This design comes from an exercise in tuning for small area, a short achievable clock period and few clock cycles per item on the open sky130 flow, not from production work.
RTL that was checked went through simulation tests only; none was proved equivalent to the original.
The RTL of runs 4 and 5 was laid out without a check of its function.
No activity file was given, so power comes from the tool's default toggle rates.

### design/flow/design.v
module bodega_tx (
    input  wire        clk,
    input  wire        rst,
    input  wire        req_valid,
    input  wire [31:0] req_word,
    output wire        req_ready,
    input  wire [11:0] rd_addr,
    output reg  [15:0] rd_data
);
    localparam [3:0] OP_BIND = 4'h7, OP_QUERY = 4'h8, OP_TARGET = 4'h9,
                     OP_SETP = 4'hA, OP_SET = 4'hB;
    function [7:0] clamp8;
        input [15:0] x;
        reg       inc, c7, sat_p, sat_n;
        reg [6:0] y;
        begin
            inc   = x[3] & (~x[15] | (|x[2:0]));
            {c7, y} = {1'b0, x[10:4]} + {7'd0, inc};
            sat_p = ~x[15] & ((x[14:11] != 4'h0) | c7);
            sat_n = x[15] & (x[14:11] != 4'hF);
            clamp8 = {x[15] & (sat_n | ~c7), sat_p ? 7'h7F : sat_n ? 7'h00 : y};
        end
    endfunction
    reg [6:0]  p0;
    reg [15:0] p [1:15];
    reg        tx_err, bad_op;
    reg [12:0] tx_ck;              
    reg        k_bq, k_tgt, k_set, k_dual, lenok;
    reg        s_lock;             
    reg        s_power, s_run, s_unitf;
    reg [1:0]  s_bsaver;
    reg [7:0]  s_c1, s_c2, s_c3, s_c4, s_c5, s_c6, s_c7, s_c8, s_c9,
               s_c10, s_c11, s_c12, s_c13, s_c14, s_c15;    
    assign req_ready = 1'b1;
    wire       accept = req_valid;
    wire [3:0] op     = req_word[31:28];
    wire       is_set = accept && op == OP_SET;
    wire       set_ok = is_set && p0[4:3] != 2'd3;
    wire       is_tgt = accept && op == OP_TARGET;
    wire       is_bq  = accept && (op == OP_BIND || op == OP_QUERY);
    wire       build  = set_ok || is_tgt || is_bq;
    wire        is_setp = accept && op == OP_SETP;
    wire [15:0] wdata   = rst ? 16'd0 : req_word[15:0];
    integer j;
    always @(posedge clk) begin
        if (rst || (is_setp && req_word[19:16] == 4'd0))
            p0 <= wdata[6:0];
        for (j = 1; j < 16; j = j + 1)
            if (rst || (is_setp && req_word[19:16] == j))
                p[j] <= wdata;
    end
    always @(posedge clk) begin
        if (rst) begin
            tx_err <= 1'b0;
            bad_op <= 1'b0;
            k_bq   <= 1'b0;
            k_tgt  <= 1'b0;
            k_set  <= 1'b0;
            lenok  <= 1'b0;
        end else if (accept) begin
            bad_op <= (op >= 4'hC);
            if (build) begin
                k_bq   <= is_bq;
                k_tgt  <= is_tgt;
                k_set  <= set_ok;
                lenok  <= 1'b1;
                tx_err <= 1'b0;
            end else if (is_set) begin
                lenok  <= 1'b0;
                tx_err <= 1'b1;
            end
        end
    end
    wire [7:0] cl1 = clamp8(p[1]),   cl2 = clamp8(p[2]),   cl3 = clamp8(p[3]),
               cl4 = clamp8(p[4]),   cl5 = p[5][7:0],      cl6 = clamp8(p[6]),
               cl7 = clamp8(p[7]),   cl8 = clamp8(p[8]),   cl9 = clamp8(p[9]),
               cl10 = clamp8(p[10]), cl11 = clamp8(p[11]), cl12 = clamp8(p[12]),
               cl13 = clamp8(p[13]), cl14 = clamp8(p[14]), cl15 = clamp8(p[15]);
    wire       op_tgt = op == OP_TARGET;
    wire       op_bq  = op == OP_BIND || op == OP_QUERY;
    wire       lock_d = op_tgt ? req_word[16] : op_bq ? op[3] : p0[0];
    wire [7:0] req_c  = clamp8(req_word[15:0]);
    reg  [11:0] sum_s;
    reg  [10:0] sum_d;
    wire [3:0]  idx = req_word[19:16];
    reg  [7:0]  old_c;
    always @(*) begin
        case (idx)
        4'd1:  old_c = cl1;
        4'd2:  old_c = cl2;
        4'd3:  old_c = cl3;
        4'd4:  old_c = cl4;
        4'd5:  old_c = cl5;
        4'd6:  old_c = cl6;
        4'd7:  old_c = cl7;
        4'd8:  old_c = cl8;
        4'd9:  old_c = cl9;
        4'd10: old_c = cl10;
        4'd11: old_c = cl11;
        4'd12: old_c = cl12;
        4'd13: old_c = cl13;
        4'd14: old_c = cl14;
        4'd15: old_c = cl15;
        default: old_c = 8'd0;
        endcase
    end
    wire [7:0]  new_c  = (idx == 4'd5) ? req_word[7:0] : req_c;
    wire        grp_d  = idx >= 4'd10;
    wire [11:0] sum_x  = grp_d ? {1'b0, sum_d} : sum_s;
    wire [11:0] sum_n  = sum_x + {4'd0, new_c} - {4'd0, old_c};
    always @(posedge clk) begin
        if (rst || (is_setp && idx != 4'd0 && !grp_d))
            sum_s <= rst ? 12'd0 : sum_n;
        if (rst || (is_setp && grp_d))
            sum_d <= rst ? 11'd0 : sum_n[10:0];
    end
    wire [12:0] set_ck = (p0[6] ? 13'h21A : 13'h20F) + p0[0] + p0[1] + p0[2] + p0[4:3] + p0[5]
                       + sum_s + (p0[6] ? sum_d : 11'd0);
    wire [12:0] tgt_ck = 13'h205 + {12'd0, req_word[16]} + {5'd0, req_c};
    wire [12:0] ck_next = op_tgt ? tgt_ck : op_bq ? {3'd0, op[3], {9{~op[3]}}} : set_ck;
    always @(posedge clk) begin
        if (rst || build)
            tx_ck <= rst ? 13'd0 : ck_next;
    end
    always @(posedge clk) begin
        if (is_tgt || is_bq || set_ok)
            s_lock <= lock_d;
        if (is_tgt || set_ok)
            s_c1 <= op_tgt ? req_c : cl1;
        if (set_ok) begin
            k_dual   <= p0[6];
            s_power  <= p0[1];
            s_run    <= p0[2];
            s_bsaver <= p0[4:3];
            s_unitf  <= p0[5];
            s_c2  <= cl2;
            s_c3  <= cl3;
            s_c4  <= cl4;
            s_c5  <= cl5;
            s_c6  <= cl6;
            s_c7  <= cl7;
            s_c8  <= cl8;
            s_c9  <= cl9;
            s_c10 <= cl10;
            s_c11 <= cl11;
            s_c12 <= cl12;
            s_c13 <= cl13;
            s_c14 <= cl14;
            s_c15 <= cl15;
        end
    end
    wire [15:0] ck = {3'd0, tx_ck};
    reg [4:0] len5;
    always @(*) begin
        if (!lenok)      len5 = 5'd0;
        else if (k_bq)   len5 = 5'd6;
        else if (k_tgt)  len5 = 5'd7;
        else if (k_dual) len5 = 5'd31;
        else             len5 = 5'd20;
    end
    wire [4:0] b = rd_addr[4:0];
    reg  [7:0] byte_at;
    always @(*) begin
        case (b)
        5'd0, 5'd1: byte_at = 8'hFE;
        5'd2:  byte_at = k_bq ? 8'h03 : k_tgt ? 8'h04 : k_dual ? 8'h1C : 8'h11;
        5'd3:  byte_at = k_set ? 8'h02 : k_tgt ? {6'd1, s_lock, ~s_lock} : {7'd0, s_lock};
        5'd4:  byte_at = k_bq ? ck[15:8] : k_tgt ? s_c1 : {7'd0, s_lock};
        5'd5:  byte_at = k_bq ? ck[7:0] : k_tgt ? ck[15:8] : {7'd0, s_power};
        5'd6:  byte_at = k_tgt ? ck[7:0] : {7'd0, s_run};
        5'd7:  byte_at = {6'd0, s_bsaver};
        5'd8:  byte_at = s_c1;
        5'd9:  byte_at = s_c2;
        5'd10: byte_at = s_c3;
        5'd11: byte_at = s_c4;
        5'd12: byte_at = s_c5;
        5'd13: byte_at = {7'd0, s_unitf};
        5'd14: byte_at = s_c6;
        5'd15: byte_at = s_c7;
        5'd16: byte_at = s_c8;
        5'd17: byte_at = s_c9;
        5'd18: byte_at = k_dual ? s_c10 : ck[15:8];
        5'd19: byte_at = k_dual ? 8'h00 : ck[7:0];
        5'd21: byte_at = s_c11;
        5'd22: byte_at = s_c12;
        5'd23: byte_at = s_c13;
        5'd24: byte_at = s_c14;
        5'd25: byte_at = s_c15;
        5'd29: byte_at = ck[15:8];
        5'd30: byte_at = ck[7:0];
        default: byte_at = 8'h00;
        endcase
    end
    wire        rg_t = rd_addr[11:5] == 7'b1000000;
    wire        rg_p = rd_addr[11:4] == 8'h02;
    wire [15:0] pm   = (rd_addr[3:0] == 4'd0) ? {9'd0, p0} : p[rd_addr[3:0]];
    wire [7:0]  tm   = (b < len5) ? byte_at : 8'h00;
    always @(*) begin
        rd_data = ({16{rg_t}} & {8'd0, tm})
                | ({16{rg_p}} & pm)
                | ({16{rd_addr == 12'h000}} & {6'd0, bad_op, tx_err, 1'b0, tx_err, 6'd0})
                | ({16{rd_addr == 12'h003}} & {11'd0, len5})
                | ({16{rd_addr == 12'h005}} & ck);
    end
endmodule
### design/flow/flow/run.sh
#!/bin/bash
# Own layout flow: the standard flow (standard.sh) with two changes,
#  - the port buffers are plain buf_2 cells (the default choice here is a
#    delay cell, clkdlybuf4s50_1, that timing repair cannot resize away),
#  - clock tree synthesis inserts no dummy loads.
# Synthesis is the standard one, run unchanged. Each step's full output
# goes to a log file in the work folder.
set -euo pipefail
bash standard.sh synth > flow_synth.log 2>&1
bash standard.sh \
  "BUFFER_PORTS_ARGS=-buffer_cell sky130_fd_sc_hd__buf_2" \
  "CTS_ARGS=-sink_clustering_enable -repair_clock_nets -dont_use_dummy_load -sink_clustering_size 30 -sink_clustering_max_diameter 80" \
  finish > flow_layout.log 2>&1
### design/flow/standard.sh
#!/bin/bash
# synth_recipe.tcl (not shown) runs the flow's synth.tcl, then flattens the netlist and writes it again
# the make line also repeats each setting of config.mk as NAME=value (left out here)
make -C /OpenROAD-flow-scripts/flow DESIGN_CONFIG=/design/flow/config.mk WORK_HOME=/design/flow/orfs CLKGATE_MAP_FILE= SYNTH_SCRIPT=/design/flow/synth_recipe.tcl "${@:-finish}"
### design/flow/config.mk
export PLATFORM = sky130hd
export DESIGN_NAME = bodega_tx
export DESIGN_NICKNAME = bodega_tx
export VERILOG_FILES = /design/flow/design.v
export SDC_FILE = /design/flow/constraint.sdc
export NUM_CORES = 4
export LEC_CHECK = 0
export CAP_MARGIN = 20
export CORE_MARGIN = 2
export CORE_UTILIZATION = 40
export SETUP_SLACK_MARGIN = 5
export SLEW_MARGIN = 20
### design/flow/constraint.sdc
create_clock -name core_clock -period 12.0 [get_ports {clk}]
set_input_delay 2.4000 -clock core_clock [delete_from_list [all_inputs] [get_ports {clk}]]
set_output_delay 2.4000 -clock core_clock [all_outputs]
set_load 0.01 [all_outputs]
==> summary.txt, run 1 <==
Logic synthesis
For this run, the register share of the synthesized area comes to 0.558. The share of flip-flops with an asynchronous set or reset is 0. Dividing the synthesized area by the synthesized cell count gives about 12 sq um. The post-synthesis instance total is approximately 1.9k.

The warning count from the yosys run is 18. Among all flip-flop cells after synthesis, the most frequent one is sky130_fd_sc_hd__edfxtp_1. After synthesis, the largest family of logic cells by area is compound AO/OA/AOI/OAI gates. The number of different library cells in the post-synthesis netlist is between 80 and 90. Of the total synthesized cell area, the portion taken by full adders, half adders and majority gates is 0.0638. Yosys attributes the largest share of cell area to sky130_fd_sc_hd__edfxtp_1 55%, sky130_fd_sc_hd__ha_1 4.9%, sky130_fd_sc_hd__a22oi_1 4.2%, sky130_fd_sc_hd__nand2_1 3.0%, sky130_fd_sc_hd__a21oi_1 2.1%. Of the total synthesized cell area, the portion taken by AND, OR, NAND and NOR gates is 0.131. The summed instance area of the synthesized netlist is 0.0223 sq mm. The post-synth net total is between 2k and 2.5k.

Of the total synthesized cell area, the portion taken by XOR and XNOR cells is 0.0393. Of the post-synthesis cell area, the dominant cell type holds 0.553. The count of flip-flops with a built-in enable after synthesis is a little over 400. The synthesized flop and latch total is between 400 and 500. The post-synthesis cell type with the largest combined area is sky130_fd_sc_hd__edfxtp_1. The compound-cell area share of the yosys netlist is 0.168. The mux contribution to synthesized area is 0.0116.

Clock network
The clock slew seen by the registers of the worst setup and hold paths is approximately 90 ps. The total of hold buffers inserted after clock tree synthesis is 0. Buffers inserted during clock tree synthesis total 24. For this design, the sink count on the clock tree is between 400 and 500. The clock passes through at most 3 buffers. Clock latency on the worst-skew pair, taken at its later pin, is 620 ps. The tree is rooted in a sky130_fd_sc_hd__clkbuf_16.

CTS built an H-tree with a depth of 1. The clock tree from TritonCTS is yes.

Finish
The filler cells instantiated in the layout total between 5k and 6k. Leaving out fill and tap cells, the most frequent cell in the layout is sky130_fd_sc_hd__edfxtp_1. The area growth from synthesis to final layout is 9.52%. The library cells used most frequently in the layout, excluding fill and tap cells, are 410 x sky130_fd_sc_hd__edfxtp_1, 176 x sky130_fd_sc_hd__nand2_1, 126 x sky130_fd_sc_hd__a22oi_1, 107 x sky130_fd_sc_hd__nor2_1, 93 x sky130_fd_sc_hd__a21oi_1. After the flow finishes, the layout carries non-filler instances totaling 2704. For this run, the post-layout net count is ~2.1k. The total area of multi-input combinational cells is about 0.0095 sq mm. The layout cell share with drive strength beyond 1 is 0.0941. The combined flip-flop and latch cell area is between 0.01 and 0.015 sq mm. The repair_antennas step left the layout with diodes totalling 0.

Die
The initial core utilization is 0.404. The number of core rows is 86. For this design the top-level I/O count stands at 64. The horizontal extent of the die is between 200 and 250 um. The die footprint is 0.0576 sq mm. The overall die height is 240 um. The placeable core area is ~0.055 sq mm.

Detailed routing
In this run the remaining antenna-violating nets after routing total 0. The iteration-0 DRC count of the detailed router is between 2k and 3k. The number of detailed-routing iterations run before antenna repair is 8. The number of DRC violations after detailed routing is 0. After detailed routing, the average wire length per cell comes to approximately 33 um.

The total number of vias is roughly 18k. The number of vias per cell is around 6.5. Summed over all layers, the routed wires come to 90300 um.

Global routing
In the global route stage, overall resource usage came out at 0.311. The number of antenna violations at the first check in global routing is 5. In the global route stage, met2 resource usage came out at 0.480.

The first-pass GRT wire length is ~120000 um. For met1 alone, demand over resource in global routing was 0.426. For this run the aggregate overflow at the end of global routing stands at 0. For met3 alone, demand over resource in global routing was 0.0550. Entering global routing, the biggest net connects 76 pins.

The highest-utilization routing layer at the global route stage is met2. The number of global-route vias before repair is 16.2k.

Power and ir drop
For this design the ratio of total power to cell area is 168 mW/mm^2. The share of total power dissipated in the clock network is 0.200. Of the total power, combinational logic draws 0.326. The register share of total power is 0.474. The power spent charging and discharging nets is about 1.4 mW. The maximum vdd ir drop is ~0.11 mV.

The analysis attributes to cell leakage a power of around 8.5 nW. The switching fraction of total power is 0.346. The internal power component is between 2 and 3 mW.

STA
Timing would allow up to approximately 140 MHz. Dividing the final minimum period by the clock period gives 0.595. The actual slew at the worst max-slew pin is ~1200 ps.

The number of setup violations in the final report is 0. Setup repair after global routing could not meet its margin everywhere. On the final layout, the worst clock skew is slightly below 100 ps. The minimum period implied by the final worst setup slack is just over 7000 ps. The hold violation count in the final report is 0.

After routing, the total negative slack on setup checks comes to 0 ps. The max-slew headroom at the worst pin is 0.192. The final max-slew violation count is 0.

Setup path
Along the worst path, the maximum fanout reaches 26. The most critical setup path has its startpoint at rd_addr[3]. The worst setup path is launched from an input pin. The worst setup slack for register-to-register paths is 5740 ps.

The worst register-to-register path ends at sum_s[10]$_SDFFCE_PP0P_. The critical path start-end classification is in2out. The required time at the worst-slack endpoint is around 9600 ps. The number of cells on the worst reg-to-reg path is 19. The destination of the critical timing path is rd_data[2]. The worst register-to-register path begins at p[10][15]$_DFFE_PP_. The endpoint arrival time on the critical path is roughly 4700 ps. The worst setup path is captured at an output port.

Placed design
The congestion estimate from routability-driven global placement came to between 1 and 1.5. The placed instance count is roughly 2.7k. The estimated wirelength of the detail-placed design is roughly 70000 um. During placement, the flow inserted port buffers numbering 54.

Run status
The run finished with no timing, DRC or antenna violations.

Hold path
The worst min-delay path class is reg2reg.

Job
The reported max-cap violation count is 0.
-- worst min-delay path by stage --
stage | from | to | slack [ps] | depth (start not counted)
2_1_floorplan | tx_err$_SDFFE_PP0P_ | tx_err$_SDFFE_PP0P_ | 440 | 2
3_3_place_gp | tx_err$_SDFFE_PP0P_ | tx_err$_SDFFE_PP0P_ | 460 | 2
3_5_place_dp | tx_err$_SDFFE_PP0P_ | tx_err$_SDFFE_PP0P_ | 470 | 2
4_1_cts | tx_err$_SDFFE_PP0P_ | tx_err$_SDFFE_PP0P_ | 480 | 2
5_1_grt | bad_op$_SDFFE_PP0P_ | bad_op$_SDFFE_PP0P_ | 510 | 2
6_report | tx_err$_SDFFE_PP0P_ | tx_err$_SDFFE_PP0P_ | 470 | 2
-- registers in the layout, summed over array words and instances, names as in the netlist, 2 cells and up --
name,flops
s_c3,8
s_c1,8
s_c11,8
p0,7
s_c8,8
s_c9,8
sum_d,11
s_c6,8
s_c2,8
tx_ck,13
s_c4,8
s_c10,8
s_c5,8
p,240
s_c13,8
s_c14,8
s_bsaver,2
s_c7,8
s_c15,8
sum_s,12
s_c12,8
-- synth_stat cells, drive strengths merged, types with 5 or more instances --
master  count
a21boi      5
or3         8
o31ai       5
dfxtp       6
xor2       50
a221o       5
xnor2      50
a211oi      7
mux2        7
nand2     176
edfxtp    410
a22o       26
a222oi     22
o41a       15
o21ai      98
nor3       19
nand2b      7
and3       11
and2       24
clkbuf     58
nand3      89
nand4      56
a22oi     127
a221oi     27
and4        8
mux2i      18
inv        77
buf        22
ha         88
nor4       17
o221ai     10
a31oi      10
a21oi      96
fa         16
nor2b      23
a21o       30
o21bai      5
nor2      110
nand4b      5
and4b       6
-- cell families after synthesis --
logic type	after synthesis
flip-flops	416
XOR/XNOR	100
AND/OR/NAND/NOR	582
AO/OA/AOI/OAI	528
adder cells (fa/ha/maj)	104
buffers and inverters	158
other	1
multiplexers	25
-- routing by layer --
layer  share of wire  wire length (um)
met1            0.40             36100
met2            0.44             40000
met3           0.099              8960
met4           0.058              5210
met5         0.00060                54
-- layout make-up --
cell class	instances	area share
Sequential cell	416	0.510
Multi-Input combinational cell	1340	0.388
Tap cell	748	0.0384
Timing Repair Buffer	98	0.0274
Clock buffer	24	0.0246
Inverter	78	0.0122
-- stage by stage --
stage                     area, sq um  hold slack (ps)  power [mW]  setup slack, ps  utilization
after global placement          23600              462        3.25             4090        0.428
after detailed placement        23600              465        3.27             4080        0.428
after CTS                       24300              477        4.07             4910        0.442
after floorplan                 22300              438        2.84             5590            -
after global routing            24400              510        4.30             4840        0.443
final                           24400              472        4.10             4860        0.443
-- power by group through the flow --
stage	Combinational, mW	Clock [mW]	Sequential (mW)
after detailed placement	1.31	0	1.97
after global placement	1.28	0	1.96
final	1.34	0.820	1.94
after floorplan	0.948	0	1.89
after CTS	1.32	0.820	1.93
after global routing	1.49	0.867	1.95
-- critical path: stages --
cell	delay, ps
sky130_fd_sc_hd__buf_12	170
sky130_fd_sc_hd__and4b_1	230
sky130_fd_sc_hd__buf_6	210
sky130_fd_sc_hd__a222oi_1	320
sky130_fd_sc_hd__and3_1	200
sky130_fd_sc_hd__nand4_1	400
sky130_fd_sc_hd__a222oi_1	440
sky130_fd_sc_hd__o21ai_1	140
sky130_fd_sc_hd__buf_2	170
-- what timing repair did --
action | 4_1_cts | 5_1_grt
gates resized for setup | 35 | 12
pin swaps | 2 | 4
buffers inserted | 3 | 2
endpoints found under the setup margin | 16 | 11
Testbench counts, summed over its fixed seeds: cycles 3,588, frames 918.
==> run 2, diff against run 1 <==
--- a/design/flow/config.mk
+++ b/design/flow/config.mk
@@ -10,2 +10,3 @@
 export CORE_UTILIZATION = 40
+export GPL_ROUTABILITY_DRIVEN = 0
 export SETUP_SLACK_MARGIN = 5
==> run 2 against run 1 <==
  * Still clean
  * Die area did not move
  * Area after synthesis did not move
  * Utilization rose by 0.34 points
  * Critical endpoint unchanged
==> summary.txt, run 2 <==
Logic synthesis
The commonest cells after synthesis are 410 x sky130_fd_sc_hd__edfxtp_1, 176 x sky130_fd_sc_hd__nand2_1, 126 x sky130_fd_sc_hd__a22oi_1, 109 x sky130_fd_sc_hd__nor2_1, 93 x sky130_fd_sc_hd__a21oi_1. The count of flip-flops with a built-in enable after synthesis is 410. The post-synth net total is just over 2k. The fraction of post-synthesis cell area in the top cell type by area is 0.553. By instance count, the leading cell after synthesis is sky130_fd_sc_hd__edfxtp_1. The summed instance area of the synthesized netlist is 0.0223 sq mm.

The share of flip-flops with an asynchronous set or reset is 0. The share of the Yosys chip area taken by registers is 0.558. The post-synthesis instance total is 1914. During synthesis, Yosys emitted a total of 18 warnings.

Averaged over all synthesized cells, the footprint is ~12 sq um. In the post-synthesis netlist, the biggest area contributors are sky130_fd_sc_hd__edfxtp_1 55%, sky130_fd_sc_hd__ha_1 4.9%, sky130_fd_sc_hd__a22oi_1 4.2%, sky130_fd_sc_hd__nand2_1 3.0%, sky130_fd_sc_hd__a21oi_1 2.1%. The primary flip-flop cell chosen by synthesis mapping is sky130_fd_sc_hd__edfxtp_1. The netlist uses between 80 and 90 different library cells. Synthesis inferred 416 register bits. The post-synthesis cell type with the largest combined area is sky130_fd_sc_hd__edfxtp_1.

Finish
In the layout the commonest cells are 410 x sky130_fd_sc_hd__edfxtp_1, 175 x sky130_fd_sc_hd__nand2_1, 125 x sky130_fd_sc_hd__a22oi_1, 106 x sky130_fd_sc_hd__nor2_1, 93 x sky130_fd_sc_hd__a21oi_1. The register with the highest flop count is p. The layout cell share with drive strength beyond 1 is 0.0964. The register with the most flip-flops in the layout has 240 of them. The count of filler cells inserted in the layout is 5113.

Leaving out fill and tap cells, the most frequent cell in the layout is sky130_fd_sc_hd__edfxtp_1. At the end of the flow, the number of nets in the layout was between 2k and 2.5k. In the final layout, the registers with the most flip-flops are p: 240 flops, tx_ck: 13 flops, sum_s: 12 flops. The area growth from synthesis to final layout is 10.4%. The post-route core utilization is 0.446.

Setup path
The top cell family by delay on the critical path is compound AO/OA/AOI/OAI gates. The buffer and inverter count on the worst path is 3. The destination of the critical timing path is rd_data[2].

The kind of launch point of the worst setup path is an input pin. The worst setup slack for register-to-register paths is 6020 ps. The number of cells on the worst reg-to-reg path is 19. The critical path goes through buf_8 > nor4bb_4 > buf_8 > a22o_1 > a221oi_1 > nand4_1 > a222oi_1 > o21ai_1 > buf_2. Among the stages of the critical path, the cell type that occurs most often is sky130_fd_sc_hd__buf_8. The critical path starts at rd_addr[2].

At the worst endpoint, the arrival time is around 4700 ps. The worst flop-to-flop path startpoint is p[10][15]$_DFFE_PP_. The cell depth of the worst setup path is 9. The slowest stage of the critical path is the sky130_fd_sc_hd__nand4_1 cell. At the worst endpoint, the required time is 9600 ps. The type of element capturing the critical path is an output port. The critical path start-end classification is in2out. The worst flop-to-flop path endpoint is sum_s[10]$_SDFFCE_PP0P_. The highest net fanout along the worst path is 24.

The largest incremental delay on the critical path is 450 ps.

STA
After routing, the total negative slack on setup checks comes to 0 ps. Setup violations remaining at the end of the flow were counted as 0. The hold violation count in the final report is 0. For this run, the top clock speed supported by timing is between 100 and 150 MHz. The worst clock skew on the final layout is between 60 and 70 ps. At the pin with the least slew margin, the transition time is around 1200 ps.

Setup repair after global routing could not meet its margin everywhere. The clock period could shrink to 7070 ps. The worst pin sits at a relative slew slack of 0.197.

The share of the clock period used by the worst path after layout is 0.589. The final max-slew violation count was 0.

Die
The die footprint is 0.0576 sq mm. 64 I/O pins were placed. The horizontal extent of the die is 240 um. In this run the standard cell core region covers 0.0551 sq mm. The initial core utilization is 0.404. The overall die height is between 200 and 250 um. The number of core rows is 86.

Clock network
The buffer depth of the longest clock path is 3. The maximum level of the CTS H-tree is 1. TritonCTS built the clock tree.

The total of hold buffers inserted after clock tree synthesis is 0. The later pin in the worst-skew pair is clocked with a latency of ~600 ps. The number of buffers added by the clock tree synthesis step is 24. The tree is rooted in a sky130_fd_sc_hd__clkbuf_16. Clock tree synthesis found a total of approximately 420 sinks. The clock slew seen by the registers of the worst setup and hold paths is 80 ps.

Power and ir drop
Power spread over the standard cell area amounts to 166 mW/mm^2. The completed layout was analyzed and its total power is around 4.1 mW. In this run the static leakage power is about 8.6 nW. The maximum vdd ir drop is between 0.1 and 0.15 mV.

Detailed routing
The total wirelength of the detailed-routed design is a little over 80000 um. The number of detailed-routing iterations run before antenna repair is 9. The count of nets left with antenna violations once routing finished came out at 0. The final route contains approximately 18k vias. The iteration-0 DRC count of the detailed router is around 3.2k. The number of vias per cell is between 6 and 7. For this run, design rule violations remaining after detail routing come to 0.

The average wire length per cell after detail routing is 30.5 um.

Global routing
Entering global routing, the biggest net connects 74 pins. For this run, the total global-route usage over all layers was measured as 0.283. The first global-routing pass estimated around 120000 um of wire.

The sum of overflow across all layers after global routing is 0. The number of global-route vias before repair was about 16k. The number of antenna violations at the first check in global routing is 1.

Hold path
The worst min-delay path class is reg2reg.

Run status
The flow ran to the end and the layout has no timing, DRC or antenna violations.

Job
Across the run, the number of max-cap violations was 0.

Placed design
The number of input and output port buffers inserted is 54. After legalization and detailed placement, the total HPWL measured approximately 62000 um.
==> run 2: layout make-up <==
class                           instances  area, sq um  area share
Timing Repair Buffer                  103          826      0.0336
Inverter                               78          300      0.0122
Clock buffer                           24          601      0.0244
Multi-Input combinational cell       1340         9490       0.386
Antenna cell                            2         5.00    0.000204
Tap cell                              748          936      0.0381
Sequential cell                       416        12400       0.506
==> run 2: report_power, final <==
group / internal [mW] / switching (mW)
Sequential: 1.79 / 0.142
Clock: 0.355 / 0.459
Combinational: 0.533 / 0.792
Total: 2.68 / 1.39
==> run 2: per-layer routing <==
| layer | global-route usage | vias up | wire length, um |
|---|---|---|---|
| li1 | - | 7540 | - |
| met2 | 0.423 | 1323 | 35200 |
| met5 | 0.0182 | - | 139 |
| met1 | 0.383 | 8630 | 31900 |
| met4 | 0.116 | 2 | 4650 |
| met3 | 0.0822 | 271 | 10700 |
==> run 2: repair_timing <==
| action | in CTS | in global routing |
|---|---|---|
| gates cloned | 4 | 0 |
| setup buffers | 10 | 0 |
| endpoints found under the hold margin | 0 | 0 |
| endpoints found under the setup margin | 16 | 12 |
| pin swaps | 7 | 10 |
| resized for setup | 39 | 28 |
==> run 2: worst register-to-register path: cells and delay by family, from the launching register on <==
| kind | cells | cell delay, ps |
|---|---|---|
| AO/OA/AOI/OAI | 8 | 2510 |
| XOR/XNOR | 1 | 140 |
| adder cells (fa/ha/maj) | 3 | 1200 |
| buffers and inverters | 2 | 190 |
| flip-flops | 1 | 490 |
| AND/OR/NAND/NOR | 5 | 1110 |
==> run 2: metrics by stage <==
step                      instance area, sq um  setup WS [ps]  hold slack, ps  std cells
after floorplan                          22300           5590             438       1914
after global placement                   23500           4250             461       2670
after detailed placement                 23500           4250             465       2671
after CTS                                24500           5010             477       2709
after global routing                     24600           4890             508       2709
final                                    24600           4930             479       2711
==> run 2: how the worst min path moves through the flow <==
| stage | endpoint | cells after the start | slack [ps] | start |
|---|---|---|---|---|
| floorplan | tx_err$_SDFFE_PP0P_ | 2 | 440 | tx_err$_SDFFE_PP0P_ |
| CTS | tx_err$_SDFFE_PP0P_ | 2 | 480 | tx_err$_SDFFE_PP0P_ |
| global route | tx_err$_SDFFE_PP0P_ | 2 | 510 | tx_err$_SDFFE_PP0P_ |
| detailed placement | tx_err$_SDFFE_PP0P_ | 2 | 460 | tx_err$_SDFFE_PP0P_ |
| finish | tx_err$_SDFFE_PP0P_ | 2 | 480 | tx_err$_SDFFE_PP0P_ |
| global placement | tx_err$_SDFFE_PP0P_ | 2 | 460 | tx_err$_SDFFE_PP0P_ |
==> run 2: logic make-up (layout without fill, tap and decap cells) <==
| group | Yosys count | count (layout) | share of synthesized area |
|---|---|---|---|
| other cells | 1 | 3 | 0.000168 |
| mux | 25 | 25 | 0.0116 |
| simple gates | 582 | 582 | 0.131 |
| xor+xnor | 100 | 100 | 0.0393 |
| flops | 416 | 416 | 0.558 |
| buf+inv | 158 | 205 | 0.0280 |
| fa+ha+maj | 104 | 104 | 0.0638 |
| compound gates | 528 | 528 | 0.168 |
==> run 3, diff against run 2 <==
--- a/design/flow/flow/run.sh
+++ b/design/flow/flow/run.sh
@@ -11,3 +11,3 @@
   "BUFFER_PORTS_ARGS=-buffer_cell sky130_fd_sc_hd__buf_2" \
-  "CTS_ARGS=-sink_clustering_enable -repair_clock_nets -dont_use_dummy_load -sink_clustering_size 30 -sink_clustering_max_diameter 80" \
+  "CTS_ARGS=-sink_clustering_enable -repair_clock_nets -dont_use_dummy_load -sink_clustering_size 20 -sink_clustering_max_diameter 60 -buf_list sky130_fd_sc_hd__clkbuf_8" \
   finish > flow_layout.log 2>&1
--- a/design/flow/config.mk
+++ b/design/flow/config.mk
@@ -10,3 +10,2 @@
 export CORE_UTILIZATION = 40
-export GPL_ROUTABILITY_DRIVEN = 0
 export SETUP_SLACK_MARGIN = 5
==> run 3 against run 2 <==
  * Still clean on timing, DRC and antenna
  * Combinational power hardly changed
  * Synthesized cell count unchanged
  * Clock skew grew 16 ps
  * Highest routed layer is now met4
==> summary.txt, run 3 <==
Detailed routing
The first TritonRoute pass finished after 6 iterations. The average wire length per cell after detail routing is 34.3 um. The total wirelength of the detailed-routed design is ~94000 um.

The number of vias per cell is approximately 6.5. The number of DRC violations after detailed routing is 0. The routed layout has approximately 18k vias.

The count of nets left with antenna violations once routing finished came out at 0. For this block, the initial DRC count from the detailed router was 3027.

Clock network
The TritonCTS sink count is 416. The number of buffers added by the clock tree synthesis step is 37. The clock tree from TritonCTS is yes.

The root buffer cell chosen for the clock tree is sky130_fd_sc_hd__clkbuf_8. Clock latency on the worst-skew pair, taken at its later pin, is around 650 ps. The maximum level of the CTS H-tree is 2. The buffer depth of the longest clock path is 3. The clock slew seen by the registers of the worst setup and hold paths is around 110 ps.

STA
In the finished design, the share of the clock period the worst path needs comes to 0.584. At the pin with the least slew margin, the transition time is about 1200 ps. For this run, the top clock speed supported by timing is approximately 140 MHz. The final max-slew violation count was 0. Subtracting the final worst setup slack from the clock period gives approximately 7000 ps. On the final layout, the worst clock skew is about 84 ps. The hold violation count in the final report was 0. The max-slew headroom at the worst pin is 0.185. The number of setup violations in the final report is 0. The worst path setup slack after routing is between 4000 and 5000 ps. The aggregate negative setup slack is 0 ps. Setup repair after global routing could not meet its margin everywhere.

Logic synthesis
The summed instance area of the synthesized netlist is roughly 0.022 sq mm. The warning count from the yosys run is 18. The post-synthesis instance total is ~1.9k. The fraction of post-synthesis cell area in the top cell type by area is 0.553.

The count of flip-flops with a built-in enable after synthesis is slightly above 400. Counting flops and latches in the post-synthesis netlist gives ~420. The post-synth net total is around 2.1k.

The most repeated cell in the gate-level netlist after synthesis is sky130_fd_sc_hd__edfxtp_1. The post-synthesis cell type with the largest combined area is sky130_fd_sc_hd__edfxtp_1. Dividing the synthesized area by the synthesized cell count gives between 10 and 15 sq um. The sequential fraction of the synthesis area is 0.558. In this run, distinct cell masters in the synthesized netlist total 86. The primary flip-flop cell chosen by synthesis mapping is sky130_fd_sc_hd__edfxtp_1. Of all flip-flops after synthesis, the portion carrying an async set or reset was 0. Ranked by instance count, the synthesized netlist is headed by 410 x sky130_fd_sc_hd__edfxtp_1, 176 x sky130_fd_sc_hd__nand2_1, 126 x sky130_fd_sc_hd__a22oi_1, 109 x sky130_fd_sc_hd__nor2_1, 93 x sky130_fd_sc_hd__a21oi_1.

By area the synthesized netlist is led by sky130_fd_sc_hd__edfxtp_1 55%, sky130_fd_sc_hd__ha_1 4.9%, sky130_fd_sc_hd__a22oi_1 4.2%, sky130_fd_sc_hd__nand2_1 3.0%, sky130_fd_sc_hd__a21oi_1 2.1%.

Finish
The commonest non-fill, non-tap cell in the layout is sky130_fd_sc_hd__edfxtp_1. The register with the highest flop count is p. After the last flow step, the layout net total stands at between 2k and 2.5k. Leaving out fill and tap cells, the most frequent cells in the layout are 410 x sky130_fd_sc_hd__edfxtp_1, 176 x sky130_fd_sc_hd__nand2_1, 126 x sky130_fd_sc_hd__a22oi_1, 107 x sky130_fd_sc_hd__nor2_1, 93 x sky130_fd_sc_hd__a21oi_1. The cell area after layout is roughly 0.025 sq mm.

In the final layout, the registers with the most flip-flops are p: 240 flops, tx_ck: 13 flops, sum_s: 12 flops. From synthesis to final layout, the design area changed by 11.0%. In the final layout, the share of cells above drive strength 1 is 0.114.

Once layout is complete, the cells apart from fillers number around 2.7k. The register with the most flip-flops in the layout has 240 of them.

Setup path
The worst setup path is of the in2out kind. The worst register-to-register path begins at p[10][15]$_DFFE_PP_. Along the worst path, the maximum fanout reaches 8.

The worst setup path is captured at an output port. The origin of the worst setup path is rd_addr[0]. The kind of launch point of the worst setup path is an input pin. The required time at the worst-slack endpoint is around 9600 ps.

STA puts the critical path data arrival time at roughly 4600 ps.

Hold path
The worst hold path belongs to the class reg2reg. The startpoint of the tightest hold check path is tx_err$_SDFFE_PP0P_.

Global routing
For this run the aggregate overflow at the end of global routing stands at 0. The number of global-route vias before repair is approximately 16k. The maximum number of pins on one net before global-route repair is between 70 and 80. In the global route stage, overall resource usage came out at 0.313. The first global-routing pass estimated roughly 130000 um of wire. The number of antenna violations at the first check in global routing is 4.

Run status
The flow ran to the end and the layout has no timing, DRC or antenna violations.

Placed design
The pre-CTS setup slack is about 4100 ps. Detailed placement ended at an HPWL of between 60000 and 70000 um. Input and output buffers added on the ports amount to 54. Once placement finished, the instance area stood at roughly 0.024 sq mm. After detailed placement, the design holds a cell count of 2675. Routability-driven placement finished with a final weighted congestion of 1.05.

Die
The die is 240 um wide. For this configuration, the core starts out at a cell density of 0.404. The overall die height is around 240 um.

The die footprint is about 0.058 sq mm. The number of core rows is 86. The number of I/O pins is 64. The placeable core area is 0.0551 sq mm.

Power and ir drop
VDD sags by at most 0.102 mV. The areal power density over the cells is approximately 160 mW/mm^2. The design draws about 4.0 mW. The leakage power of the design is between 8 and 9 nW.

Job
The reported max-cap violation count is 0.
## run 3: routing by layer
layer  wire length [um]  GRT usage  part of all wire
met1              38000      0.428              0.40
met3               9710     0.0617              0.10
met2              41000      0.476              0.44
met4               5400      0.156             0.057
met5                  0          0                 0
## run 3: logic make-up after synthesis
family          count (synthesis)  share of synthesized area
buf+inv                       158                     0.0280
other cells                     1                   0.000168
simple gates                  582                      0.131
mux                            25                     0.0116
flops                         416                      0.558
fa+ha+maj                     104                     0.0638
compound gates                528                      0.168
xor+xnor                      100                     0.0393
## run 3: path summary, 6_finish.rpt
| path | end | depth (start not counted) | slack [ps] |
|---|---|---|---|
| worst min register to register | tx_err$_SDFFE_PP0P_ | 2 | 480 |
| worst max register to register | sum_d[10]$_SDFFCE_PP0P_ | 19 | 5610 |
| worst min-delay path | tx_err$_SDFFE_PP0P_ | 2 | 480 |
| worst max-delay path | rd_data[2] | 9 | 4990 |
## run 3: layout make-up
class	count	area, sq um
Clock buffer	37	509
Inverter	78	298
Fill cell	5151	30400
Antenna cell	2	5.00
Tap cell	748	936
Multi-Input combinational cell	1342	9510
Sequential cell	416	12400
Timing Repair Buffer	123	1040
## run 3: what timing repair did
action,in CTS,in global routing
pin swaps,2,8
buffers inserted,3,19
setup endpoints to repair,16,10
resized for setup,35,31
hold buffers,0,0
gates cloned,0,10
## run 3: report_power, final
group	leakage, nW	switching [mW]	total (mW)	internal (mW)
registers	3.89	0.149	1.94	1.79
logic	4.52	0.815	1.35	0.539
clock network	0.266	0.469	0.746	0.277
total	8.68	1.43	4.04	2.61
## run 3: through the flow
| step | util | hold WS [ps] |
|---|---|---|
| detailed placement | 0.428 | 465 |
| global placement | 0.428 | 462 |
| floorplan | - | 438 |
| global route | 0.449 | 501 |
| CTS | 0.440 | 479 |
| finish | 0.449 | 483 |
## run 3: critical path: stages
cell                        delay, ps
sky130_fd_sc_hd__clkbuf_16        140
sky130_fd_sc_hd__and4b_4          220
sky130_fd_sc_hd__buf_12           150
sky130_fd_sc_hd__a222oi_1         310
sky130_fd_sc_hd__and3_1           200
sky130_fd_sc_hd__nand4_1          410
sky130_fd_sc_hd__a222oi_1         440
sky130_fd_sc_hd__o21ai_1          140
sky130_fd_sc_hd__buf_2            170
==> run 4, diff against run 3 <==
--- a/design/flow/design.v
+++ b/design/flow/design.v
@@ -195,3 +195,14 @@
     wire        rg_p = rd_addr[11:4] == 8'h02;
-    wire [15:0] pm   = (rd_addr[3:0] == 4'd0) ? {9'd0, p0} : p[rd_addr[3:0]];
+    reg  [15:0] pq [0:3];
+    integer g;
+    always @(*) begin
+        for (g = 0; g < 4; g = g + 1)
+            case (rd_addr[1:0])
+            2'd0: pq[g] = (g == 0) ? {9'd0, p0} : p[4*g];
+            2'd1: pq[g] = p[4*g+1];
+            2'd2: pq[g] = p[4*g+2];
+            default: pq[g] = p[4*g+3];
+            endcase
+    end
+    wire [15:0] pm = pq[rd_addr[3:2]];
     wire [7:0]  tm   = (b < len5) ? byte_at : 8'h00;
--- a/design/flow/flow/run.sh
+++ b/design/flow/flow/run.sh
@@ -11,3 +11,3 @@
   "BUFFER_PORTS_ARGS=-buffer_cell sky130_fd_sc_hd__buf_2" \
-  "CTS_ARGS=-sink_clustering_enable -repair_clock_nets -dont_use_dummy_load -sink_clustering_size 20 -sink_clustering_max_diameter 60 -buf_list sky130_fd_sc_hd__clkbuf_8" \
+  "CTS_ARGS=-sink_clustering_enable -repair_clock_nets -dont_use_dummy_load -sink_clustering_size 30 -sink_clustering_max_diameter 80" \
   finish > flow_layout.log 2>&1
==> run 4 against run 3 <==
  * Still clean
  * Die area up 2.2%
  * Count of clock-buffer cells in the layout down 14
  * Critical path depth down 2
  * Global-route usage down 2.8 points
  * Sequential share of layout area down 1.7 points
  * Final area up 3.4%
  * Fmax down 0.62%
  * Synthesized cell count down 3.2%
  * Routed wire length down 8.6%
  * Sequential cell count unchanged
  * Power up 1.8%
  * Clock skew down 27 ps
  * Largest power group unchanged
==> summary.txt, run 4 <==
Job
Across the run, the number of max-cap violations was 0.

Power and ir drop
The analysis attributes to net switching a power of roughly 1.4 mW. The areal power density over the cells is 161 mW/mm^2. The register share of total power is 0.467.

Of the total power, the clock network draws 0.193. Of the total power, the share spent switching nets is 0.344. Across the VDD grid, the largest voltage drop is ~0.10 mV. Summed over all cells, the static leakage comes to 9.04 nW. The combinational power share is 0.340. The internal power of the cells totals 2.70 mW.

Clock network
The buffer depth of the longest clock path is 3. The later pin in the worst-skew pair is clocked with a latency of 580 ps. The total of hold buffers inserted after clock tree synthesis is 0. The cell at the root of the clock tree is sky130_fd_sc_hd__clkbuf_16.

In this run the number of H-tree levels came out at 1. Clock-pin slew was measured on the worst setup and hold paths at 110 ps. The number of buffers added by the clock tree synthesis step is 23. TritonCTS built the clock tree. The clock drives about 420 sinks.

Logic synthesis
Synthesis produced about 1.9k cells. The sequential fraction of the synthesis area is 0.546. The synthesized flop and latch total is around 420. The fraction of post-synthesis cell area in the top cell type by area is 0.540. After synthesis, the netlist uses roughly 80 different library cells. In the synthesized netlist the dominant register cell turns out to be sky130_fd_sc_hd__edfxtp_1. The share of flip-flops with an asynchronous set or reset is 0. The post-synth net total is ~2k.

Yosys printed 3 warnings. By area the synthesized netlist is led by sky130_fd_sc_hd__edfxtp_1 54%, sky130_fd_sc_hd__mux4_2 5.7%, sky130_fd_sc_hd__ha_1 4.8%, sky130_fd_sc_hd__nand2_1 3.2%, sky130_fd_sc_hd__o21ai_0 2.2%. The count of flip-flops with a built-in enable after synthesis is 410. The average instance in the mapped netlist occupies ~12 sq um. Yosys instantiated no cell more often than sky130_fd_sc_hd__edfxtp_1.

Sorting the synthesized cells by how often they occur yields 410 x sky130_fd_sc_hd__edfxtp_1, 194 x sky130_fd_sc_hd__nand2_1, 99 x sky130_fd_sc_hd__o21ai_0, 97 x sky130_fd_sc_hd__nor2_1, 88 x sky130_fd_sc_hd__ha_1. The synthesized netlist occupies a cell area of 0.0228 sq mm. The post-synthesis cell type with the largest combined area is sky130_fd_sc_hd__edfxtp_1.

Setup path
The endpoint identified for the worst register-to-register timing path is sum_s[11]$_SDFFCE_PP0P_. The required time at the worst-slack endpoint is approximately 9600 ps. The depth of the worst register-to-register path is 20. In this run the register-to-register setup slack is between 5000 and 6000 ps. STA classifies the critical path endpoint as an output port. In this run the worst path has a maximum fanout of 5. The startpoint identified for the worst register-to-register timing path is p[10][15]$_DFFE_PP_. The origin of the worst setup path is rd_addr[7].

The critical path start-end classification is in2out. The kind of launch point of the worst setup path is an input pin. For the worst setup path, the data arrival time is around 4700 ps.

Global routing
The number of antenna violations at the first check in global routing was 6. The sum of overflow across all layers after global routing is 0. The number of global-route vias before repair is 16.1k.

The total global routing track utilization is 0.285. The first-pass GRT wire length is about 120000 um. Entering global routing, the biggest net connects slightly above 70 pins.

Placed design
The number of input and output port buffers inserted is 54. Detailed placement ended at an HPWL of 64700 um. After detailed placement, the design holds a cell count of ~2.6k. Prior to clock tree synthesis, the placed netlist has a worst setup slack of around 3800 ps. The cell area reported after detailed placement is roughly 0.024 sq mm. The placer's final routability congestion estimate is between 1 and 1.5.

STA
Setup repair after global routing could not meet its margin everywhere. Setup slack on the critical path of the routed design comes to a little under 5000 ps. The hold violation count in the final report is 0. For the pin with the worst max-slew slack, the measured transition is between 1000 and 1500 ps. The share of the clock period used by the worst path after layout is 0.588.

The aggregate negative setup slack is 0 ps. The final max-slew violation count is 0. On the final layout, the worst clock skew is ~57 ps. Based on the critical path, the design can be clocked at up to approximately 140 MHz. Setup violations remaining at the end of the flow were counted as 0. The worst pin sits at a relative slew slack of 0.177. The minimum period implied by the final worst setup slack is approximately 7100 ps.

Detailed routing
For this block, the initial DRC count from the detailed router was 2751. The routed wire length on met3 is ~8500 um. The total wirelength of the detailed-routed design is approximately 86000 um. Dividing the detail-routed wire length by the instance count gives approximately 32 um. After detailed routing, the number of remaining DRC violations is 0. For this block, the via count after detailed routing is about 17k. Wire segments on met2 add up to 37600 um in the final route. Before antenna repair, the detailed router went through 6 iterations. In this run the remaining antenna-violating nets after routing total 0.

The highest metal layer with signal wires is met5. In the final routing, the length of wire on met1 measures around 36000 um. The number of vias per cell is approximately 6.4.

Finish
Leaving out fill and tap cells, the most frequent cells in the layout are 410 x sky130_fd_sc_hd__edfxtp_1, 192 x sky130_fd_sc_hd__nand2_1, 95 x sky130_fd_sc_hd__o21ai_0, 91 x sky130_fd_sc_hd__nor2_1, 88 x sky130_fd_sc_hd__ha_1. The largest registers in the layout are p: 240 flops, tx_ck: 13 flops, sum_s: 12 flops. For this run, the share of the core covered by cells in the final layout is 0.454. After routing the design area is 0.0256 sq mm. The register with the most flip-flops in the layout has 240 of them. The non-filler instance count after layout is about 2.7k.

Ranked by flip-flop count, first place goes to p. The count of filler cells inserted in the layout is 5170. In the final layout, the share of cells above drive strength 1 is 0.149.

Compared with the post-synthesis result, the final layout area differs by 12.2%. The commonest non-fill, non-tap cell in the layout is sky130_fd_sc_hd__edfxtp_1. After the last flow step, the layout net total stands at 2102. The diode insertion count for antenna repair is 0.

Die
The die footprint is approximately 0.06 sq mm. After floorplanning, the core was divided into 87 placement rows. In this run the count of I/O pins placed on the die edge is 64. The initial core utilization is 0.404. The region available for standard cell placement spans around 0.056 sq mm. The overall die height is roughly 240 um. The floorplan step set the die width to 243 um.

Run status
The run finished with no timing, DRC or antenna violations.

Hold path
The hold path depth is 2. The min-delay analysis places its worst path in the category reg2reg. In this run the most critical hold path is launched from tx_err$_SDFFE_PP0P_. The worst hold path terminates at tx_err$_SDFFE_PP0P_.
[run 4: changes by cell type after synthesis, sizes merged, moves of 21 or more]
cell / previous run / this run
mux4: 0 / 58
clkbuf: 58 / 30
nand3: 89 / 68
nor3: 19 / 42
a22oi: 127 / 58
a21oi: 96 / 70
[run 4: layer usage]
metal,up-vias,GRT usage
li1,7405,-
met1,8620,0.404
met2,986,0.437
met3,197,0.0522
met4,2,0.108
met5,-,0
[run 4: area by class of cell]
cell class / count / area (sq um) / area share
flip-flops and latches: 416 / 12400 / 0.486
multi-input cells: 1302 / 10000 / 0.392
repair buffers: 136 / 1310 / 0.0512
well taps: 756 / 946 / 0.0370
clock buffers: 23 / 576 / 0.0225
inverters: 72 / 278 / 0.0109
[run 4: critical path, cell delays in order]
cell                        delay (ps)
sky130_fd_sc_hd__buf_2              90
sky130_fd_sc_hd__or4_4             530
sky130_fd_sc_hd__or3_4             370
sky130_fd_sc_hd__or3b_4            510
sky130_fd_sc_hd__a2111oi_4         360
sky130_fd_sc_hd__a211o_1           220
sky130_fd_sc_hd__buf_2             160
[run 4: per-stage QoR]
step | power (mW) | hold slack [ps]
after global routing | 4.32 | 507
final | 4.11 | 484
after floorplan | 2.85 | 438
after detailed placement | 3.29 | 465
after CTS | 4.09 | 482
after global placement | 3.25 | 466
[run 4: worst max path at each step]
stage	slack [ps]	end	cells after the start
final	4950	rd_data[7]	7
after detailed placement	3800	rd_data[2]	7
after CTS	4980	rd_data[2]	7
after global routing	4950	rd_data[5]	11
after floorplan	5280	rd_data[9]	7
after global placement	3810	rd_data[2]	7
[run 4: power groups by stage]
stage / clock [mW] / combinational [mW] / sequential, mW
2_1_floorplan: 0 / 0.971 / 1.88
6_report: 0.792 / 1.40 / 1.92
4_1_cts: 0.794 / 1.37 / 1.92
3_3_place_gp: 0 / 1.31 / 1.95
3_5_place_dp: 0 / 1.34 / 1.95
5_1_grt: 0.841 / 1.55 / 1.93
[run 4: what timing repair did]
item,4_1_cts,5_1_grt
cloned,7,4
gates resized for setup,73,18
setup endpoints to repair,16,13
setup buffers,21,9
pin swaps,12,7
[run 4: cell families (layout without fill, tap and decap cells)]
kind of cell,after synthesis,in the layout,share of synthesized area
xor+xnor,95,95,0.0365
buf+inv,135,231,0.0245
compound gates,417,417,0.128
simple gates,585,585,0.126
other cells,1,1,0.000165
mux,100,100,0.0767
flops,416,416,0.546
fa+ha+maj,104,104,0.0624
==> run 5, diff against run 4 <==
--- a/design/flow/design.v
+++ b/design/flow/design.v
@@ -161,55 +161,58 @@
     wire [4:0] b = rd_addr[4:0];
+    wire       v_hdr  = lenok;                   
+    wire       v_6    = lenok & ~k_bq;           
+    wire       v_set  = lenok & k_set;           
+    wire       v_dual = lenok & k_set & k_dual;  
     reg  [7:0] byte_at;
-    always @(*) begin
-        case (b)
-        5'd0, 5'd1: byte_at = 8'hFE;
-        5'd2:  byte_at = k_bq ? 8'h03 : k_tgt ? 8'h04 : k_dual ? 8'h1C : 8'h11;
-        5'd3:  byte_at = k_set ? 8'h02 : k_tgt ? {6'd1, s_lock, ~s_lock} : {7'd0, s_lock};
-        5'd4:  byte_at = k_bq ? ck[15:8] : k_tgt ? s_c1 : {7'd0, s_lock};
-        5'd5:  byte_at = k_bq ? ck[7:0] : k_tgt ? ck[15:8] : {7'd0, s_power};
-        5'd6:  byte_at = k_tgt ? ck[7:0] : {7'd0, s_run};
-        5'd7:  byte_at = {6'd0, s_bsaver};
-        5'd8:  byte_at = s_c1;
-        5'd9:  byte_at = s_c2;
-        5'd10: byte_at = s_c3;
-        5'd11: byte_at = s_c4;
-        5'd12: byte_at = s_c5;
-        5'd13: byte_at = {7'd0, s_unitf};
-        5'd14: byte_at = s_c6;
-        5'd15: byte_at = s_c7;
-        5'd16: byte_at = s_c8;
-        5'd17: byte_at = s_c9;
-        5'd18: byte_at = k_dual ? s_c10 : ck[15:8];
-        5'd19: byte_at = k_dual ? 8'h00 : ck[7:0];
-        5'd21: byte_at = s_c11;
-        5'd22: byte_at = s_c12;
-        5'd23: byte_at = s_c13;
-        5'd24: byte_at = s_c14;
-        5'd25: byte_at = s_c15;
-        5'd29: byte_at = ck[15:8];
-        5'd30: byte_at = ck[7:0];
-        default: byte_at = 8'h00;
-        endcase
-    end
-    wire        rg_t = rd_addr[11:5] == 7'b1000000;
-    wire        rg_p = rd_addr[11:4] == 8'h02;
-    reg  [15:0] pq [0:3];
-    integer g;
-    always @(*) begin
-        for (g = 0; g < 4; g = g + 1)
-            case (rd_addr[1:0])
-            2'd0: pq[g] = (g == 0) ? {9'd0, p0} : p[4*g];
-            2'd1: pq[g] = p[4*g+1];
-            2'd2: pq[g] = p[4*g+2];
-            default: pq[g] = p[4*g+3];
+    integer q;
+    always @(*) begin
+        byte_at = 8'h00;
+        for (q = 0; q < 31; q = q + 1) begin
+            if (b == q && (q < 6 ? v_hdr : q == 6 ? v_6 : q < 20 ? v_set : v_dual)) begin
+                case (q)
+                0, 1: byte_at = 8'hFE;
+                2:  byte_at = k_bq ? 8'h03 : k_tgt ? 8'h04 : k_dual ? 8'h1C : 8'h11;
+                3:  byte_at = k_set ? 8'h02 : k_tgt ? {6'd1, s_lock, ~s_lock} : {7'd0, s_lock};
+                4:  byte_at = k_bq ? ck[15:8] : k_tgt ? s_c1 : {7'd0, s_lock};
+                5:  byte_at = k_bq ? ck[7:0] : k_tgt ? ck[15:8] : {7'd0, s_power};
+                6:  byte_at = k_tgt ? ck[7:0] : {7'd0, s_run};
+                7:  byte_at = {6'd0, s_bsaver};
+                8:  byte_at = s_c1;
+                9:  byte_at = s_c2;
+                10: byte_at = s_c3;
+                11: byte_at = s_c4;
+                12: byte_at = s_c5;
+                13: byte_at = {7'd0, s_unitf};
+                14: byte_at = s_c6;
+                15: byte_at = s_c7;
+                16: byte_at = s_c8;
+                17: byte_at = s_c9;
+                18: byte_at = k_dual ? s_c10 : ck[15:8];
+                19: byte_at = k_dual ? 8'h00 : ck[7:0];
+                21: byte_at = s_c11;
+                22: byte_at = s_c12;
+                23: byte_at = s_c13;
+                24: byte_at = s_c14;
+                25: byte_at = s_c15;
+                29: byte_at = ck[15:8];
+                30: byte_at = ck[7:0];
+                default: byte_at = 8'h00;
+                endcase
+            end
+        end
+    end
+    always @(*) begin
+        rd_data = 16'd0;
+        if (rd_addr[11:5] == 7'b1000000) begin
+            rd_data = {8'd0, byte_at};
+        end else if (rd_addr[11:4] == 8'h02) begin
+            rd_data = (rd_addr[3:0] == 4'd0) ? {9'd0, p0} : p[rd_addr[3:0]];
+        end else begin
+            case (rd_addr)
+            12'h000: rd_data = {6'd0, bad_op, tx_err, 1'b0, tx_err, 6'd0};
+            12'h003: rd_data = {11'd0, len5};
+            12'h005: rd_data = ck;
+            default: rd_data = 16'd0;
             endcase
-    end
-    wire [15:0] pm = pq[rd_addr[3:2]];
-    wire [7:0]  tm   = (b < len5) ? byte_at : 8'h00;
-    always @(*) begin
-        rd_data = ({16{rg_t}} & {8'd0, tm})
-                | ({16{rg_p}} & pm)
-                | ({16{rd_addr == 12'h000}} & {6'd0, bad_op, tx_err, 1'b0, tx_err, 6'd0})
-                | ({16{rd_addr == 12'h003}} & {11'd0, len5})
-                | ({16{rd_addr == 12'h005}} & ck);
+        end
     end
==> run 5 against run 4 <==
  * Still clean on timing, DRC and antenna
  * Non-clock buffer count grew 31
  * Sequential power increased by 2%
  * Setup slack lost 200 ps
  * Cell count increased by 11%
  * Global-route usage up 7.6 points
  * Count of clock-buffer cells in the layout increased by 3
  * Area after synthesis up 2.9%
  * Power is 2.3% higher
  * Clock skew grew 1.6 ps
  * Fmax shrank 2.8%
  * Largest power group unchanged
==> summary.txt, run 5 <==
Die
The horizontal extent of the die is about 250 um. The floorplan has between 80 and 90 rows. The initial utilization of the core area, before any placement, comes to 0.405.

In this run the vertical extent of the chip is about 250 um. The die footprint is approximately 0.061 sq mm. The region available for standard cell placement spans between 0.05 and 0.06 sq mm. In this run the count of I/O pins placed on the die edge is 64.

Logic synthesis
The cell area that synthesis handed to floorplanning was around 0.023 sq mm. Yosys mapped a number of flops with a built-in enable equal to just over 400. The primary flip-flop cell chosen by synthesis mapping is sky130_fd_sc_hd__edfxtp_1. The area fraction in and, or, nand and nor cells after synthesis is 0.149. After synthesis the netlist holds a flip-flop and latch count of around 420. The share of synthesized cell area in full adder, half adder and majority cells is 0.0585.

The number of different library cells in the post-synthesis netlist is 89. In the synthesized netlist, the cells that appear most often are 410 x sky130_fd_sc_hd__edfxtp_1, 171 x sky130_fd_sc_hd__nand2_1, 163 x sky130_fd_sc_hd__nor2_1, 125 x sky130_fd_sc_hd__a21oi_1, 114 x sky130_fd_sc_hd__a22oi_1. The sequential fraction of the synthesis area is 0.531.

By area the synthesized netlist is led by sky130_fd_sc_hd__edfxtp_1 53%, sky130_fd_sc_hd__ha_1 4.5%, sky130_fd_sc_hd__a22oi_1 3.7%, sky130_fd_sc_hd__nand2_1 2.7%, sky130_fd_sc_hd__a21oi_1 2.7%. The fraction of post-synthesis cell area in the top cell type by area is 0.525. The largest family of logic cells by synthesized area is compound AO/OA/AOI/OAI gates. When the netlist entered floorplanning its net count stood at between 2k and 2.5k. Synthesis produced a netlist whose cell count is ~2.1k.

The most repeated cell in the gate-level netlist after synthesis is sky130_fd_sc_hd__edfxtp_1. The compound-cell area share of the yosys netlist is 0.183. The synthesized area divided by synthesized cell count is roughly 11 sq um. The portion of synthesized area spent on multiplexers is 0.0128. The share of flip-flops with an asynchronous set or reset is 0.

The post-synthesis cell type with the largest combined area is sky130_fd_sc_hd__edfxtp_1. The warning count from the yosys run is 18. The xor/xnor cell area share of the yosys netlist is 0.0366.

Finish
Leaving out fill and tap cells, the most frequent cell in the layout is sky130_fd_sc_hd__edfxtp_1. Of the cells placed in the final design, the portion with a size suffix greater than 1 is 0.141. The register with the most flip-flops in the layout has 240 of them.

Relative to the synthesized area, the layout overhead comes to 15.3%. The register with the highest flop count is p. The net count of the finished layout is 2378. In the final layout, the registers with the most flip-flops are p: 240 flops, tx_ck: 13 flops, sum_s: 12 flops.

In the layout the commonest cells are 410 x sky130_fd_sc_hd__edfxtp_1, 164 x sky130_fd_sc_hd__nand2_1, 155 x sky130_fd_sc_hd__nor2_1, 119 x sky130_fd_sc_hd__a21oi_1, 111 x sky130_fd_sc_hd__a22oi_1.

Clock network
The TritonCTS sink count is roughly 420. In this run the deepest clock path goes through 3 buffers. The total of hold buffers inserted after clock tree synthesis is 0. After clock tree synthesis, the clock-pin slew on the worst setup and hold paths is 90 ps.

In this run the number of H-tree levels came out at 1. The worst-skew pair later-pin latency is just over 600 ps. The cell at the root of the clock tree is sky130_fd_sc_hd__clkbuf_16. The clock tree from TritonCTS is yes. Counting the buffers created by CTS gives 26.

Detailed routing
The detail route stage leaves a number of antenna-violating nets equal to 0. The iteration-0 DRC count of the detailed router is 2964. The final route contains between 15k and 20k vias. The total wirelength of the detailed-routed design is 111000 um. Using the TritonRoute via totals, the vias-per-cell ratio works out to about 6.7. The number of DRC violations after detailed routing is 0. The number of detailed-routing iterations run before antenna repair is 8. Dividing the detail-routed wire length by the instance count gives roughly 37 um.

Placed design
Routability-driven placement finished with a final weighted congestion of between 1 and 1.5. The number of input and output port buffers inserted is 54. The estimated wirelength of the detail-placed design is 82300 um.

Global routing
The first-pass GRT wire length is approximately 150000 um. The highest-utilization routing layer at the global route stage is met2. The number of global-route vias before repair is ~18k. The number of antenna violations at the first check in global routing is 9. In the global route stage, met2 resource usage came out at 0.568.

The sum of overflow across all layers after global routing is 0. The met3 capacity usage during global routing is 0.0612. The met1 layer usage reported by global route is 0.484. The maximum number of pins on one net before global-route repair is 62.

In the global route stage, overall resource usage came out at 0.361.

STA
The share of the clock period used by the worst path after layout is 0.604. The minimum period implied by the final worst setup slack is 7250 ps. The worst clock skew on the final layout is between 50 and 60 ps.

The max-slew headroom at the worst pin is 0.183. The final max-slew violation count is 0. The hold violation count in the final report is 0. For the final routed database, the setup TNS stands at 0 ps. Setup violations remaining at the end of the flow were counted as 0. For this run, the top clock speed supported by timing is around 140 MHz.

The actual slew at the worst max-slew pin is roughly 1200 ps. Setup repair after global routing could not meet its margin everywhere. Hold timing on the final database bottoms out at a slack of between 400 and 500 ps.

Power and ir drop
The worst-case IR drop observed on VDD is about 0.12 mV. For this design the static power due to leakage is around 9.4 nW. The overall power consumption is between 4 and 5 mW.

The areal power density over the cells is between 150 and 200 mW/mm^2.

Setup path
The endpoint arrival time on the critical path is just under 5000 ps. For the worst setup path, the data required time is about 9600 ps. The highest net fanout along the worst path is 11. The worst setup path is launched from an input pin. The critical path start-end classification is in2out.

The worst setup path is captured at an output port.

Run status
The run finished with no timing, DRC or antenna violations.

Hold path
The worst min-delay path class is reg2reg.

Job
The reported max-cap violation count is 0.
[run 5: cell types whose count changed in the layout (fill, tap and decap cells not counted), moves of 10 or more]
cell,previous run,this run
sky130_fd_sc_hd__nand2_1,192,164
sky130_fd_sc_hd__o22ai_1,3,23
sky130_fd_sc_hd__o21a_1,7,17
sky130_fd_sc_hd__mux4_2,58,0
sky130_fd_sc_hd__o21ai_1,6,30
sky130_fd_sc_hd__nand3_1,68,91
sky130_fd_sc_hd__buf_12,6,19
sky130_fd_sc_hd__nor2b_2,4,14
sky130_fd_sc_hd__mux2i_1,26,12
sky130_fd_sc_hd__a21oi_1,69,119
sky130_fd_sc_hd__nor2_1,91,155
sky130_fd_sc_hd__a22oi_1,57,111
[run 5: worst paths after layout]
path                            start                       to  slack [ps]  cells after the start
setup / recovery           rd_addr[2]               rd_data[6]        4750                     12
hold / removal        p0[5]$_DFFE_PP_        s_unitf$_DFFE_PP_         490                      0
setup reg to reg  p[15][15]$_DFFE_PP_  sum_s[11]$_SDFFCE_PP0P_        6050                     19
hold reg to reg       p0[5]$_DFFE_PP_        s_unitf$_DFFE_PP_         490                      0
[run 5: cell type report]
cell class,instances,area [sq um]
antenna,2,5.00
tap,765,957
fill,5355,30800
clock buffer,26,651
timing repair buffer,167,1820
inverter,72,277
multi-input combinational,1548,10900
sequential,416,12400
[run 5: cells by family after synthesis]
group                      after synthesis
adders and majority gates              100
muxes                                   28
DFF                                    416
AOI/OAI and AO/OA                      630
other                                    1
buffers and inverters                  175
and+or+nand+nor                        690
xor gates and xnor gates                98
[run 5: where the power goes]
| part | total [mW] | switching (mW) | leakage (nW) | internal [mW] |
|---|---|---|---|---|
| Clock | 0.856 | 0.473 | 0.320 | 0.383 |
| Sequential | 1.96 | 0.168 | 3.92 | 1.79 |
| Combinational | 1.40 | 0.846 | 5.21 | 0.550 |
| Total | 4.21 | 1.49 | 9.45 | 2.72 |
[run 5: what timing repair did]
| action | CTS | global route |
|---|---|---|
| setup buffers | 34 | 21 |
| endpoints found under the setup margin | 16 | 13 |
| gates resized for setup | 132 | 55 |
| cloned | 10 | 5 |
| pin swaps | 31 | 34 |
[run 5: critical path, cell delays in order]
cell	delay [ps]
sky130_fd_sc_hd__buf_12	120
sky130_fd_sc_hd__buf_12	130
sky130_fd_sc_hd__buf_4	140
sky130_fd_sc_hd__nor4b_4	310
sky130_fd_sc_hd__clkbuf_8	290
sky130_fd_sc_hd__a22o_1	200
sky130_fd_sc_hd__a221oi_4	60
sky130_fd_sc_hd__nand4_1	230
sky130_fd_sc_hd__o211ai_1	270
sky130_fd_sc_hd__nand4_1	260
sky130_fd_sc_hd__o31a_1	240
sky130_fd_sc_hd__buf_2	160
[run 5: through the flow]
stage	cells	setup WS [ps]	instance area (sq um)	utilization
final	2996	4750	27000	0.467
after global routing	2994	4840	27000	0.467
after CTS	2968	4830	26500	0.458
after detailed placement	2898	3730	24700	0.427
after global placement	2897	3740	24700	0.427
after floorplan	2138	5380	23400	-
[run 5: per-layer routing]
metal,vias to the layer above,part of all wire,wire (um)
li1,8462,-,-
met1,9882,0.40,44100
met2,1338,0.44,49300
met3,274,0.095,10600
met4,8,0.063,7050
met5,-,0.00046,51

separate check: timing with driven ports:
In the flow no input, the clock included, has a driving cell. The finished layouts below were timed again as built, in two steps. Step 1 assumes that a clkbuf_16 drives the clock port and a buf_2 every other input. Step 2 also shifts input and output timing later by t, the mid clock arrival at the registers, as if the neighbouring blocks saw the same clock. Slacks: ideal ports / drivers / drivers and shift; pairs: ideal ports / drivers.
run	t, ns	setup WS [ns]	slew at the worst register clock pin (ns)	worst slew at a driven data input, ns
run 1	0.625	4.864 / 4.799 / 4.799	0.12 / 0.12	0.07
run 2	0.611	4.933 / 4.844 / 4.844	0.12 / 0.12	0.17
run 3	0.666	4.992 / 4.821 / 4.821	0.12 / 0.12	0.20
run 4	0.621	4.948 / 4.753 / 4.707	0.12 / 0.12	0.30
run 5	0.645	4.749 / 4.623 / 4.543	0.11 / 0.11	0.23
After both steps every run listed still meets setup and hold. For run 4, which loses most, drivers alone change the setup slack by -0.195 ns; drivers and shift together by -0.241 ns.
